This is an optimization exercise on Yosys and OpenROAD, whose aim is small area and a short achievable clock period, not a production implementation.
Only simulation tests tie the RTL to the original design; equivalence was not proved.
Power figures rest on the tool's default switching activity, not on a simulated workload.

==> flow/design.v <==
module hpcalc_au (
    input  wire        en,         
    input  wire [4:0]  op,         
    input  wire [13:0] mask,       
    input  wire [55:0] a_in,
    input  wire [55:0] b_in,
    input  wire [55:0] c_in,
    output reg  [55:0] a_out,
    output reg  [55:0] b_out,
    output reg  [55:0] c_out,
    output reg         carry_out
);
    localparam R_NONE = 2'd0, R_A = 2'd1, R_B = 2'd2, R_C = 2'd3;
    localparam S_ADD = 3'd0, S_SUB = 3'd1, S_SHL = 3'd2, S_SHR = 3'd3, S_XCH = 3'd4;
    reg [1:0] opa;       
    reg [1:0] opb;       
    reg       opb_k;     
    reg [1:0] dst;       
    reg [2:0] sense;
    reg       cin;
    always @(*) begin
        opa = R_NONE; opb = R_NONE; opb_k = 1'b0; dst = R_NONE;
        sense = S_ADD; cin = 1'b0;
        case (op)
            5'h00: begin                 opb = R_B;                  sense = S_SUB; end  
            5'h01: begin                                  dst = R_B; sense = S_ADD; end  
            5'h02: begin opa = R_A;      opb = R_C;                  sense = S_SUB; end  
            5'h03: begin opa = R_C;      opb_k = 1'b1;               sense = S_SUB; end  
            5'h04: begin opa = R_B;                       dst = R_C; sense = S_ADD; end  
            5'h05: begin                 opb = R_C;       dst = R_C; sense = S_SUB; end  
            5'h06: begin                                  dst = R_C; sense = S_ADD; end  
            5'h07: begin                 opb = R_C;       dst = R_C; sense = S_SUB; cin = 1'b1; end  
            5'h08: begin opa = R_A;                                  sense = S_SHL; end  
            5'h09: begin opa = R_A;                       dst = R_B; sense = S_ADD; end  
            5'h0A: begin opa = R_A;      opb = R_C;       dst = R_C; sense = S_SUB; end  
            5'h0B: begin opa = R_C;      opb_k = 1'b1;    dst = R_C; sense = S_SUB; end  
            5'h0C: begin opa = R_C;                       dst = R_A; sense = S_ADD; end  
            5'h0D: begin                 opb = R_C;                  sense = S_SUB; end  
            5'h0E: begin opa = R_A;      opb = R_C;       dst = R_C; sense = S_ADD; end  
            5'h0F: begin opa = R_C;      opb_k = 1'b1;    dst = R_C; sense = S_ADD; end  
            5'h10: begin opa = R_A;      opb = R_B;                  sense = S_SUB; end  
            5'h11: begin opa = R_B;      opb = R_C;                  sense = S_XCH; end  
            5'h12: begin opa = R_C;                                  sense = S_SHR; end  
            5'h13: begin opa = R_A;      opb_k = 1'b1;               sense = S_SUB; end  
            5'h14: begin opa = R_B;                                  sense = S_SHR; end  
            5'h15: begin opa = R_C;      opb = R_C;       dst = R_C; sense = S_ADD; end  
            5'h16: begin opa = R_A;                                  sense = S_SHR; end  
            5'h17: begin                                  dst = R_A; sense = S_ADD; end  
            5'h18: begin opa = R_A;      opb = R_B;       dst = R_A; sense = S_SUB; end  
            5'h19: begin opa = R_A;      opb = R_B;                  sense = S_XCH; end  
            5'h1A: begin opa = R_A;      opb = R_C;       dst = R_A; sense = S_SUB; end  
            5'h1B: begin opa = R_A;      opb_k = 1'b1;    dst = R_A; sense = S_SUB; end  
            5'h1C: begin opa = R_A;      opb = R_B;       dst = R_A; sense = S_ADD; end  
            5'h1D: begin opa = R_A;      opb = R_C;                  sense = S_XCH; end  
            5'h1E: begin opa = R_A;      opb = R_C;       dst = R_A; sense = S_ADD; end  
            5'h1F: begin opa = R_A;      opb_k = 1'b1;    dst = R_A; sense = S_ADD; end  
        endcase
    end
    function [3:0] digit_of;
        input [1:0]  sel;
        input integer i;
        begin
            case (sel)
                R_A:     digit_of = a_in[4*i +: 4];
                R_B:     digit_of = b_in[4*i +: 4];
                R_C:     digit_of = c_in[4*i +: 4];
                default: digit_of = 4'd0;
            endcase
        end
    endfunction
    integer   i;
    reg       first;       
    reg       k;           
    reg [3:0] buf_d;       
    reg [3:0] x, y, d, t;
    reg       c;
    reg [4:0] sum;
    reg [4:0] sub_rhs;
    reg       any_active;
    always @(*) begin
        a_out = a_in;
        b_out = b_in;
        c_out = c_in;
        first = 1'b1;
        k     = 1'b0;
        buf_d = 4'd0;
        x = 4'd0; y = 4'd0; d = 4'd0; t = 4'd0; c = 1'b0;
        sum = 5'd0; sub_rhs = 5'd0;
        if (en) begin
            if (sense == S_SHR) begin
                for (i = 13; i >= 0; i = i - 1) begin
                    if (mask[i]) begin
                        t = digit_of(opa, i);
                        case (opa)
                            R_A: a_out[4*i +: 4] = buf_d;
                            R_B: b_out[4*i +: 4] = buf_d;
                            R_C: c_out[4*i +: 4] = buf_d;
                            default: ;
                        endcase
                        buf_d = t;
                        first = 1'b0;
                    end
                end
            end else begin
                for (i = 0; i < 14; i = i + 1) begin
                    if (mask[i]) begin
                        x = digit_of(opa, i);
                        y = opb_k ? {3'd0, first} : digit_of(opb, i);
                        c = first ? cin : k;
                        case (sense)
                            S_ADD: begin
                                sum = {1'b0, x} + {1'b0, y} + {4'd0, c};
                                if (sum >= 5'd10) begin
                                    d = sum[3:0] + 4'd6;    
                                    k = 1'b1;
                                end else begin
                                    d = sum[3:0];
                                    k = 1'b0;
                                end
                            end
                            S_SUB: begin
                                sub_rhs = {1'b0, y} + {4'd0, c};
                                d = x - y - {3'd0, c};
                                if ({1'b0, x} < sub_rhs) begin
                                    d = d + 4'd10;          
                                    k = 1'b1;
                                end else begin
                                    k = 1'b0;
                                end
                            end
                            default: ;
                        endcase
                        if (sense == S_ADD || sense == S_SUB) begin
                            case (dst)
                                R_A: a_out[4*i +: 4] = d;
                                R_B: b_out[4*i +: 4] = d;
                                R_C: c_out[4*i +: 4] = d;
                                default: ;
                            endcase
                        end else if (sense == S_SHL) begin
                            t = x;
                            case (opa)
                                R_A: a_out[4*i +: 4] = buf_d;
                                R_B: b_out[4*i +: 4] = buf_d;
                                R_C: c_out[4*i +: 4] = buf_d;
                                default: ;
                            endcase
                            buf_d = t;
                        end else if (sense == S_XCH) begin
                            t = digit_of(opb, i);
                            case (opa)
                                R_A: a_out[4*i +: 4] = t;
                                R_B: b_out[4*i +: 4] = t;
                                R_C: c_out[4*i +: 4] = t;
                                default: ;
                            endcase
                            case (opb)
                                R_A: a_out[4*i +: 4] = x;
                                R_B: b_out[4*i +: 4] = x;
                                R_C: c_out[4*i +: 4] = x;
                                default: ;
                            endcase
                        end
                        first = 1'b0;
                    end
                end
            end
        end
        any_active = !first;
        carry_out  = any_active && (sense == S_ADD || sense == S_SUB) && k;
    end
endmodule
module hpcalc_core (
    input  wire        clk,
    input  wire        rst,        
    input  wire [9:0]  word,       
    input  wire [5:0]  kin,        
    output reg  [2:0]  rom,        
    output reg  [7:0]  off,        
    output reg         latch,      
    output reg  [11:0] s,          
    output reg  [3:0]  p,          
    output reg         fault,      
    output reg  [55:0] a,
    output reg  [55:0] b,
    output reg  [55:0] c
);
    wire [1:0] cls = word[1:0];
    wire [1:0] grp = word[3:2];
    wire [3:0] n4  = word[9:6];
    wire [1:0] sop = word[5:4];
    wire [5:0] m6  = word[9:4];
    wire is_jnc  = (cls == 2'b11);
    wire is_jc   = (cls == 2'b01);
    wire is_reg  = (cls == 2'b10);
    wire is_ctrl = (cls == 2'b00);
    wire is_stat = is_ctrl && (grp == 2'b01);
    wire is_ptr  = is_ctrl && (grp == 2'b11);
    wire is_wait = is_ctrl && (grp == 2'b10);
    wire is_misc = is_ctrl && (grp == 2'b00);
    wire misc_nop    = is_misc && (m6 == 6'b000000);
    wire misc_selrom = is_misc && (m6[2:0] == 3'b001);
    wire misc_ret    = is_misc && (m6 == 6'b000010);
    wire misc_keys   = is_misc && (m6 == 6'b000011);
    wire misc_waitnk = is_misc && (m6 == 6'b000100);
    wire illegal =
        (is_stat && sop == 2'b11 && n4 != 4'd0) ||
        (is_ptr  && sop[1]       && n4 != 4'd0) ||
        (is_misc && !(misc_nop || misc_selrom || misc_ret || misc_keys || misc_waitnk));
    wire [2:0] fld = word[4:2];
    reg  [13:0] mask;
    always @(*) begin
        case (fld)
            3'd0: mask = (p <= 4'd13) ? (14'd1 << p) : 14'd0;           
            3'd1: mask = 14'h1FF8;                                      
            3'd2: mask = 14'h0007;                                      
            3'd3: mask = 14'h3FFF;                                      
            3'd4: mask = (p >= 4'd13) ? 14'h3FFF : ((14'd2 << p) - 14'd1);  
            3'd5: mask = 14'h3FF8;                                      
            3'd6: mask = 14'h0004;                                      
            default: mask = 14'h2000;                                   
        endcase
    end
    wire [55:0] a_next, b_next, c_next;
    wire        au_carry;
    hpcalc_au u_au (
        .en        (is_reg),
        .op        (word[9:5]),
        .mask      (mask),
        .a_in      (a),
        .b_in      (b),
        .c_in      (c),
        .a_out     (a_next),
        .b_out     (b_next),
        .c_out     (c_next),
        .carry_out (au_carry)
    );
    wire au_clears = (word[9:5] == 5'h01) || (word[9:5] == 5'h06) || (word[9:5] == 5'h17);
    wire s_bit = (n4 <= 4'd11) ? s[n4] : 1'b0;
    wire [7:0] off_inc = off + 8'd1;
    always @(posedge clk) begin
        if (rst) begin
            rom   <= 3'd0;
            off   <= 8'd0;
            latch <= 1'b0;
            s     <= 12'd0;
            p     <= 4'd0;
            fault <= 1'b0;
            a     <= 56'd0;
            b     <= 56'd0;
            c     <= 56'd0;
        end else if (!fault) begin
            if (illegal) begin
                fault <= 1'b1;
            end else begin
                off <= off_inc;
                if (is_jnc) begin
                    if (!latch) off <= word[9:2];
                    latch <= 1'b0;
                end
                if (is_jc) begin
                    if (latch) off <= word[9:2];
                    latch <= 1'b0;
                end
                if (is_reg) begin
                    a <= a_next;
                    b <= b_next;
                    c <= c_next;
                    if (au_clears)
                        latch <= 1'b0;
                    else
                        latch <= latch | au_carry;
                end
                if (is_stat) begin
                    case (sop)
                        2'b00: if (n4 <= 4'd11) s[n4] <= 1'b1;    
                        2'b01: latch <= latch | s_bit;           
                        2'b10: if (n4 <= 4'd11) s[n4] <= 1'b0;    
                        2'b11: s <= 12'd0;                       
                    endcase
                end
                if (is_ptr) begin
                    case (sop)
                        2'b00: p <= n4;                          
                        2'b01: latch <= latch | (p == n4);       
                        2'b10: p <= p + 4'd1;                    
                        2'b11: p <= p - 4'd1;                    
                    endcase
                end
                if (is_wait) begin                               
                    if (kin != m6) off <= off;
                end
                if (misc_selrom) rom <= word[9:7];
                if (misc_ret)    off <= 8'd0;                    
                if (misc_keys)   off <= {2'b00, kin};
                if (misc_waitnk && kin != 6'd0) off <= off;
            end
        end
    end
endmodule
==> flow/run.sh <==
#!/bin/bash
# synth_recipe.tcl (not shown) runs the flow's synth.tcl, then flattens the netlist and writes it again
# the make line also repeats each setting of config.mk as NAME=value (left out here)
make -C /OpenROAD-flow-scripts/flow DESIGN_CONFIG=/design/flow/config.mk WORK_HOME=/design/flow/orfs CLKGATE_MAP_FILE= SYNTH_SCRIPT=/design/flow/synth_recipe.tcl finish
==> flow/config.mk <==
export PLATFORM = sky130hd
export DESIGN_NAME = hpcalc_core
export DESIGN_NICKNAME = hpcalc_core
export VERILOG_FILES = /design/flow/design.v
export SDC_FILE = /design/flow/constraint.sdc
export NUM_CORES = 4
export LEC_CHECK = 0
export CAP_MARGIN = 20
export CORE_MARGIN = 2
export CORE_UTILIZATION = 40
export SLEW_MARGIN = 20
==> flow/constraint.sdc <==
create_clock -name core_clock -period 40.0 [get_ports {clk}]
set_input_delay 8.0000 -clock core_clock [delete_from_list [all_inputs] [get_ports {clk}]]
set_output_delay 8.0000 -clock core_clock [all_outputs]
set_load 0.01 [all_outputs]
==> summary.txt <==
[state kept, by name, indices dropped and copies added (netlist names)]
register  flops
b            56
c            56
p             4
latch         1
fault         1
off           8
rom           3
s            12
a            56
[cells by family (layout without fill, tap and decap cells)]
| logic type | count (synthesis) | after routing | share of synthesized area |
|---|---|---|---|
| multiplexers | 101 | 101 | 0.03753 |
| AND/OR/NAND/NOR | 1346 | 1346 | 0.2170 |
| AO/OA/AOI/OAI | 1547 | 1547 | 0.3615 |
| XOR/XNOR | 145 | 145 | 0.04476 |
| flip-flops | 197 | 197 | 0.1390 |
| buffers and inverters | 469 | 823 | 0.06809 |
| adder cells (fa/ha/maj) | 266 | 266 | 0.1321 |
| other | 0 | 7 | 0 |
[power by group]
part           total (mW)  switching [mW]  internal (mW)
Sequential          0.210         0.00919          0.201
Combinational       0.508           0.321          0.188
Clock               0.194           0.106         0.0887
[synth_stat cells, types with 17 or more instances]
cell       count
xnor2_1       94
buf_1         40
o32ai_1       20
a31o_2        19
a311oi_1      24
xor2_1        51
ha_1         210
a211oi_1      82
o211ai_1      59
a31oi_1       61
buf_2         52
o21a_1        32
nor3_1        77
nor2_1       359
o21ai_0      300
a21o_1        56
o2111ai_1     47
o22ai_1       38
and2_1        36
a22oi_1       35
a2111oi_0     23
mux2i_1       87
nand3_1      131
nor2b_1       49
clkbuf_1     172
nand2b_1      42
a21boi_0      17
o221ai_1      17
inv_1        181
nand2_1      511
o31ai_1       46
a221oi_1      18
fa_1          56
dfxtp_1      197
o21ai_1       28
a211o_1       18
a21oi_1      437
[area by class of cell]
type | instances | share of cell area
clock buffer | 17 | 0.01224
sequential | 197 | 0.1135
multi-input combinational | 3405 | 0.6689
inverter | 186 | 0.02016
antenna | 7 | 0.0005041
clock inverter | 15 | 0.004645
timing repair buffer | 605 | 0.1462
tap | 940 | 0.03384
[through the flow]
step	cell area [sq um]	setup WS, ns	TNS (ns)	std cells
4_1_cts	34210	0.01842	0	5350
3_3_place_gp	33540	-0.1326	-0.4031	5317
5_1_grt	34730	-0.2793	-1.898	5365
3_5_place_dp	33540	-0.9485	-8.154	5317
2_1_floorplan	28470	0.02723	0	4071
6_report	34750	1.563	0	5372
[what timing repair did]
action / 4_1_cts / 5_1_grt
pin swaps: 2 / 53
resized for setup: 13 / 121
gates cloned: 0 / 0
setup buffers: 1 / 15
setup endpoints to repair: 10 / 22
[how the worst min path moves through the flow]
stage | endpoint | slack (ns) | cells after the start
after floorplan | a[19]$_SDFFE_PP0P_ | 0.50 | 2
after CTS | a[40]$_SDFFE_PP0P_ | 0.49 | 2
final | a[40]$_SDFFE_PP0P_ | 0.49 | 2
after global placement | c[41]$_SDFFE_PP0P_ | 0.48 | 2
after detailed placement | a[40]$_SDFFE_PP0P_ | 0.48 | 2
after global routing | a[40]$_SDFFE_PP0P_ | 0.54 | 2
[per-layer routing]
metal | track usage | share of wire | vias up
met5 | 0 | 0.00092 | -
met1 | 0.5168 | 0.38 | 16820
met3 | 0.1402 | 0.14 | 731
met4 | 0.2392 | 0.072 | 14
met2 | 0.5827 | 0.40 | 2831
li1 | - | - | 15650
[tightest hold or removal path: stages, from the launching register on]
cell	delay, ns
dfxtp_1	0.33
nand2_1	0.06
a22oi_1	0.05
==> run_results.csv <==
group,metric,value,unit
worst_setup_path,timing.critical_path.fanout_max,4,
power_and_ir_drop,power,0.9127,mW
finish,nets,4696,
cts,clock_tree.htree_level_count,4,
yosys,yosys_register_bits,197,
power_and_ir_drop,p_leak,13.37,nW
finish,layout.area.seq,3944,sq um
power_and_ir_drop,power.density_cell_area,26.26,nW/um^2
worst_setup_path,worstSetupStartpoint,"word[7]",
yosys,yosysWarnings,2,
yosys,syn_nets,4355,
sta,slew-limit-headroom,0.2163,
sta,maxSlewViolCount,0,
grt,grt_use_total,0.4040,
yosys,post_synth.cell_area_avg,6.969,sq um
placement,portBuffers,214,
run,cap_viol_max_count,0,
min_path,worst_hold_path_type,"register to register",
cts,clkLatencyLatePin,0.55,ns
worst_setup_path,critical_path_buf_inv_count,22,
detailed_routing,avgViaCountPerCell,6.711,
finish,final_cell_mix,"499 x nand2_1, 418 x a21oi_1, 390 x buf_4",
cts,max-clock-path-buffers,2,
sta,max_freq,26.02,MHz
yosys,synth_enable_flop_cells,0,
yosys,synth.area.top_cells,"dfxtp_1 14%, ha_1 9.3%, a21oi_1 7.7%, nand2_1 6.8%, o21ai_0 5.3%",
sta,report.final.setup_viol,0,
power_and_ir_drop,ir_worst_vdd,0.02548,mV
yosys,dominantRegCellSynth,"dfxtp_1",
cts,numCtsBuffers,17,
placement,gp_congestion,1.018,
finish,post-route-util,0.4954,
grt,grt_start_max_net_pins,72,
worst_setup_path,crit_path_arrival_time,38.89,ns
grt,globalRouteOverflowTotal,0,
finish,fillCellCount,7202,
finish,area_delta_synth_final,22.48,%
cts,cts_tree,"yes",
worst_setup_path,cp-endpoint,"b[55]$_SDFFE_PP0P_",
cts,cts.reportedPaths.clkPinSlew,0.09,ns
sta,fin_worst_skew,0.02291,ns
worst_setup_path,kind_of_start_point_of_the_critical_path,"input pin",
detailed_routing,detail_route.drc_violations,0,
worst_setup_path,r2r-start,"c[2]$_SDFFE_PP0P_",
floorplanning,chipHeight,270.3,um
detailed_routing,antenna_violating_nets_post_route,0,
worst_setup_path,critical_path_class,"input pin to register",
worst_setup_path,reg2reg_depth,162,
yosys,async_reset_ff_frac,0,
detailed_routing,wirelength,154000,um
detailed_routing,first_pass_iters,9,
worst_setup_path,timing.critical_path.slowest_cell_delay,0.46,ns
worst_setup_path,path_delay_family,"adder cells",
worst_setup_path,rr_endpoint,"b[55]$_SDFFE_PP0P_",
worst_setup_path,rrSetupSlack,9.44,ns
sta,finalHoldViolCount,0,
grt,grt_pass1_vias,33310,
sta,post-route-min-period,38.44,ns
cts,cts_sinks,197,
yosys,synth_sequential_area_ratio,0.1390,
detailed_routing,detailroute.via_count,36050,
grt,grt_antenna_before_repair,7,
sta,worst_slew_pin_slew,1.170,ns
worst_setup_path,worst_setup_path_end_kind,"register",
sta,worst_hold_slack,0.4931,ns
floorplanning,boundary_pins,215,
cts,cts_hold_repair.buffers,0,
yosys,netlist_area,28370,sq um
grt,grt_pass1_wl,222600,um
worst_setup_path,cp_num_cells,168,
finish,drive_above_1_share,0.1541,
worst_setup_path,required,40.45,ns
detailed_routing,wl_per_cell,28.67,um
placement,detailedPlacementHpwl,111300,um
yosys,post-synth-top-area-cell,"dfxtp_1",
detailed_routing,drt-initial-drc-count,5308,
floorplanning,initial_core_util,0.4045,
floorplanning,rows,97,
worst_setup_path,cpMostUsedCell,"fa_2",
finish,multi_input_comb_area,23250,sq um
worst_setup_path,crit_slowest_cell,"fa_2",
finish,layout.cells.most_common,"nand2_1",
sta,post-route-period-util,0.9609,
yosys,synth_top_cell_area_share,0.1390,
floorplanning,fp.coreArea,70150,sq um
status,status,"timing/DRC/antenna clean",
yosys,post_synth_num_cell_types,113,
min_path,hp-start,"a[40]$_SDFFE_PP0P_",
floorplanning,design.die.area,73080,sq um
cts,cts_root_buf,"clkbuf_16",
floorplanning,die_width,270.3,um
yosys,synthesis.instances,4071,

## afterwards: timing with drivers on the ports
The results above use ideal ports. As a check the final layout listed here was re-extracted and re-timed, cells and wires unchanged.
Step 1 sets driving cells, clkbuf_16 on the clock port and buf_2 on the other inputs (assumed; they add their load-dependent delay and slew).
Step 2 moves the port delays by t, midway between the first and last clock arrival at a register: inputs arrive t later, outputs are due t later. That takes back most of the time a late clock gives input paths.
Slacks: no drivers / after step 1 / after step 2; pairs: no drivers / after step 1.
shift t [ns]: 0.601
setup WS [ns]: 1.563 / 1.598 / 0.996
hold slack, ns: 0.493 / 0.493 / 0.493
worst slew at a driven data input, ns: 0.04
pins driven straight from the clock port: 1
After both steps this run still meets setup and hold. For this run, drivers alone change the setup slack by +0.035 ns; drivers and shift together by -0.567 ns.
